This design comes from an exercise in tuning for small area, a short achievable clock period and few clock cycles per item on the open sky130 flow, not from production work.
The RTL was checked by simulation tests, not by an equivalence proof against the original design.

==> run Y <==
Design gf128_unit, start of the top module:
module gf128_unit (
    input  wire         clk,
    input  wire         rst,
    input  wire         in_valid,
    output wire         in_ready,
    input  wire [1:0]   in_op,
    input  wire [127:0] in_data,
    output reg          out_valid,
    output reg          out_err,
    output wire [127:0] out_data
);
    localparam OP_INITH = 2'd0;
    localparam OP_MULH  = 2'd1;
    localparam OP_FOLD  = 2'd2;
    localparam OP_LOADZ = 2'd3;
    reg [127:0] h;         
    reg         hvalid;
    reg [127:0] acc;       
    reg         rdy;
    reg         c_valid;
    reg [1:0]   c_op;
    reg [127:0] c_data;
    assign in_ready = rdy;
    assign out_data = acc;
    reg  [3:0]   c_fold;
    wire [127:0] fmask = {{32{c_fold[3]}}, {32{c_fold[2]}}, {32{c_fold[1]}}, {32{c_fold[0]}}};
    wire [127:0] x = (acc & fmask) ^ c_data;
    wire [127:0] xp, hp;
    genvar gi;
    generate
        for (gi = 0; gi < 128; gi = gi + 1) begin : g_rev
            assign xp[gi] = x[127 - gi];
            assign hp[gi] = h[127 - gi];
        end
    endgenerate
    wire [254:0] pr;
    gf_mul128_d12 u_mul (.a(xp), .b(hp), .p(pr));
    wire [127:0] rp;
  ...
clock: 5.0 ns
lec_check: 0
cap_margin: 20
core_margin: 2
core_utilization: 65
place_density: 0.8
slew_margin: 20
run.sh (not shown) runs the stock make flow with config.mk's settings and CLKGATE_MAP_FILE= SYNTH_SCRIPT=/design/flow/synth_recipe.tcl, a recipe that flattens the netlist after the stock synthesis.
==> run K: changes against run Y <==
--- a/flow/design.v
+++ b/flow/design.v
@@ -14,10 +14,11 @@
     localparam OP_FOLD  = 2'd2;
     localparam OP_LOADZ = 2'd3;
     reg [127:0] h;         
     reg         hvalid;
     reg [127:0] acc;       
+    reg         acc_zero;  
     reg         rdy;
     reg         c_valid;
     reg [1:0]   c_op;
     reg [127:0] c_data;
     assign in_ready = rdy;
@@ -32,11 +33,11 @@
             assign xp[gi] = x[127 - gi];
             assign hp[gi] = h[127 - gi];
         end
     endgenerate
     wire [254:0] pr;
-    gf_mul128_d12 u_mul (.a(xp), .b(hp), .p(pr));
+    gf_mul128_d11 u_mul (.a(xp), .b(hp), .p(pr));
     wire [127:0] rp;
     assign rp[0] = (pr[128] ^ (pr[254] ^ (pr[0] ^ pr[249])));
     assign rp[1] = (((pr[1] ^ pr[249]) ^ (pr[250] ^ pr[254])) ^ (pr[128] ^ pr[129]));
     assign rp[2] = ((pr[129] ^ pr[130]) ^ ((pr[254] ^ (pr[2] ^ pr[249])) ^ ((pr[250] ^ pr[251]) ^ pr[128])));
     assign rp[3] = ((pr[129] ^ pr[130]) ^ (pr[131] ^ ((pr[3] ^ pr[250]) ^ (pr[251] ^ pr[252]))));
@@ -168,22 +169,26 @@
     generate
         for (gi = 0; gi < 128; gi = gi + 1) begin : g_out
             assign z[127 - gi] = rp[gi];
         end
     endgenerate
+    wire acc_we = c_valid & ((c_op == OP_LOADZ) | ((c_op[0] ^ c_op[1]) & hvalid));
+    wire acc_zero_next = rst | (acc_zero & !acc_we);
+    wire in_fold = (in_op == OP_FOLD) & !acc_zero_next;
     always @(posedge clk) begin
         c_op   <= in_op;
         c_data <= in_data;
-        c_fold[0] <= (in_op == OP_FOLD);
-        c_fold[1] <= (in_op == OP_FOLD) & in_valid;
-        c_fold[2] <= (in_op == OP_FOLD) & rdy;
-        c_fold[3] <= (in_op == OP_FOLD) & in_valid & rdy;
+        c_fold[0] <= in_fold;
+        c_fold[1] <= in_fold & in_valid;
+        c_fold[2] <= in_fold & rdy;
+        c_fold[3] <= in_fold & in_valid & rdy;
+        acc_zero  <= acc_zero_next;
+        if (acc_we) acc <= (c_op == OP_LOADZ) ? c_data : z;
         if (rst) begin
             rdy       <= 1'b0;
             c_valid   <= 1'b0;
             hvalid    <= 1'b0;
-            acc       <= 128'd0;
             out_valid <= 1'b0;
             out_err   <= 1'b0;
         end else begin
             rdy       <= 1'b1;
             c_valid   <= in_valid & rdy;
@@ -193,57 +198,16 @@
                 case (c_op)
                     OP_INITH: begin
                         h      <= c_data;
                         hvalid <= 1'b1;
                     end
-                    OP_LOADZ: acc <= c_data;
-                    default:  if (hvalid) acc <= z;
+                    default: ;
                 endcase
             end
         end
     end
 endmodule
-module gf_mul16_d5 (
-    input  wire [15:0] a,
-    input  wire [15:0] b,
-    output wire [30:0] p
-);
-    genvar i, j;
-    generate
-        for (i = 0; i < 31; i = i + 1) begin : g_col
-            wire [15:0] t;
-            for (j = 0; j < 16; j = j + 1) begin : g_t
-                if (i - j >= 0 && i - j < 16) begin : g_v
-                    assign t[j] = a[j] & b[i-j];
-                end else begin : g_z
-                    assign t[j] = 1'b0;
-                end
-            end
-            assign p[i] = ^t;
-        end
-    endgenerate
-endmodule
-module gf_mul32_d8 (
-    input  wire [31:0] a,
-    input  wire [31:0] b,
-    output wire [62:0] p
-);
-    wire [30:0] p0, p1, p2;
-    gf_mul16_d5 u0 (.a(a[15:0]), .b(b[15:0]), .p(p0));
-    gf_mul16_d5 u2 (.a(a[31:16]), .b(b[31:16]), .p(p2));
-    gf_mul16_d5 u1 (.a(a[15:0] ^ a[31:16]), .b(b[15:0] ^ b[31:16]), .p(p1));
-    wire [15:0] l0 = p0[15:0];
-    wire [15:0] l1 = p1[15:0];
-    wire [15:0] l2 = p2[15:0];
-    wire [15:0] h0 = {1'b0, p0[30:16]};
-    wire [15:0] h1 = {1'b0, p1[30:16]};
-    wire [15:0] h2 = {1'b0, p2[30:16]};
-    wire [15:0] s  = h0 ^ l2;
-    wire [15:0] q1 = (l1 ^ (l0 ^ s));
-    wire [15:0] q2 = (h1 ^ (h2 ^ s));
-    assign p = {h2[14:0], q2, q1, l0};
-endmodule
 module gf_mul32_d6 (
     input  wire [31:0] a,
     input  wire [31:0] b,
     output wire [62:0] p
 );
@@ -260,30 +224,10 @@
             end
             assign p[i] = ^t;
         end
     endgenerate
 endmodule
-module gf_mul64_d10 (
-    input  wire [63:0] a,
-    input  wire [63:0] b,
-    output wire [126:0] p
-);
-    wire [62:0] p0, p1, p2;
-    gf_mul32_d8 u0 (.a(a[31:0]), .b(b[31:0]), .p(p0));
-    gf_mul32_d8 u2 (.a(a[63:32]), .b(b[63:32]), .p(p2));
-    gf_mul32_d6 u1 (.a(a[31:0] ^ a[63:32]), .b(b[31:0] ^ b[63:32]), .p(p1));
-    wire [31:0] l0 = p0[31:0];
-    wire [31:0] l1 = p1[31:0];
-    wire [31:0] l2 = p2[31:0];
-    wire [31:0] h0 = {1'b0, p0[62:32]};
-    wire [31:0] h1 = {1'b0, p1[62:32]};
-    wire [31:0] h2 = {1'b0, p2[62:32]};
-    wire [31:0] s  = h0 ^ l2;
-    wire [31:0] q1 = (s ^ (l1 ^ l0));
-    wire [31:0] q2 = (s ^ (h1 ^ h2));
-    assign p = {h2[30:0], q2, q1, l0};
-endmodule
 module gf_mul64_d9 (
     input  wire [63:0] a,
     input  wire [63:0] b,
     output wire [126:0] p
 );
@@ -300,25 +244,45 @@
     wire [31:0] s  = h0 ^ l2;
     wire [31:0] q1 = (l1 ^ (l0 ^ s));
     wire [31:0] q2 = (h1 ^ (h2 ^ s));
     assign p = {h2[30:0], q2, q1, l0};
 endmodule
-module gf_mul128_d12 (
+module gf_mul64_d7 (
+    input  wire [63:0] a,
+    input  wire [63:0] b,
+    output wire [126:0] p
+);
+    genvar i, j;
+    generate
+        for (i = 0; i < 127; i = i + 1) begin : g_col
+            wire [63:0] t;
+            for (j = 0; j < 64; j = j + 1) begin : g_t
+                if (i - j >= 0 && i - j < 64) begin : g_v
+                    assign t[j] = a[j] & b[i-j];
+                end else begin : g_z
+                    assign t[j] = 1'b0;
+                end
+            end
+            assign p[i] = ^t;
+        end
+    endgenerate
+endmodule
+module gf_mul128_d11 (
     input  wire [127:0] a,
     input  wire [127:0] b,
     output wire [254:0] p
 );
     wire [126:0] p0, p1, p2;
-    gf_mul64_d10 u0 (.a(a[63:0]), .b(b[63:0]), .p(p0));
-    gf_mul64_d10 u2 (.a(a[127:64]), .b(b[127:64]), .p(p2));
-    gf_mul64_d9 u1 (.a(a[63:0] ^ a[127:64]), .b(b[63:0] ^ b[127:64]), .p(p1));
+    gf_mul64_d9 u0 (.a(a[63:0]), .b(b[63:0]), .p(p0));
+    gf_mul64_d9 u2 (.a(a[127:64]), .b(b[127:64]), .p(p2));
+    gf_mul64_d7 u1 (.a(a[63:0] ^ a[127:64]), .b(b[63:0] ^ b[127:64]), .p(p1));
     wire [63:0] l0 = p0[63:0];
     wire [63:0] l1 = p1[63:0];
     wire [63:0] l2 = p2[63:0];
     wire [63:0] h0 = {1'b0, p0[126:64]};
     wire [63:0] h1 = {1'b0, p1[126:64]};
     wire [63:0] h2 = {1'b0, p2[126:64]};
     wire [63:0] s  = h0 ^ l2;
-    wire [63:0] q1 = (s ^ (l0 ^ l1));
-    wire [63:0] q2 = (s ^ (h2 ^ h1));
+    wire [63:0] q1 = (s ^ (l1 ^ l0));
+    wire [63:0] q2 = (s ^ (h1 ^ h2));
     assign p = {h2[62:0], q2, q1, l0};
 endmodule
- CORE_UTILIZATION: 65 -> 50
- PLACE_DENSITY: 0.8 -> 0.7
==> qor summary <==
metric	run Y	run K
Synth Net Count	21145	25229
Starting density of the core	0.654	0.503
Arithmetic-cell share of the synthesized area counting full adders, half adders and majority gates	0.000166	0.000142
Cell count after placement	26554	33108
Post-synthesis cell count	21010	25094
Synth Area in Compound Gates	0.177	0.230
Vertical die dimension	485 µm	598 µm
Count of state elements after synthesis	395	396
EDFF count, synth	128	256
Number of clock sinks	395	396
Post-CTS setup buffer count	61	146
Proportion of synthesized chip area in sequential cells	0.0611	0.0595
Clock buffer count from CTS	45	51
GP Congestion	1.67	1.37
Simple-gate share of the synthesized area	0.141	0.0852
Netlist cell types	66	45
Dominant register cell in the synthesized netlist	sky130_fd_sc_hd__dfxtp_1	sky130_fd_sc_hd__edfxtp_1
Post-cts resize count	572	445
Synthesized area	150000 µm²	176000 µm²
Post-DP Area	191000 µm²	236000 µm²
Yosys top cell area share	0.361	0.378
Std-Cell Rows	176	217
Status	aborted with a tool error	aborted with a tool error
Stage where the flow stopped	global routing	global routing
Mux contribution to synthesized area	0.00222	0.00305
Half-perimeter wire length after detailed placement	760000 µm	1060000 µm
Testbench counts of run Y, summed over its fixed seeds: cycles 744, items 672.
Testbench counts of run K, summed over its fixed seeds: cycles 744, items 672.
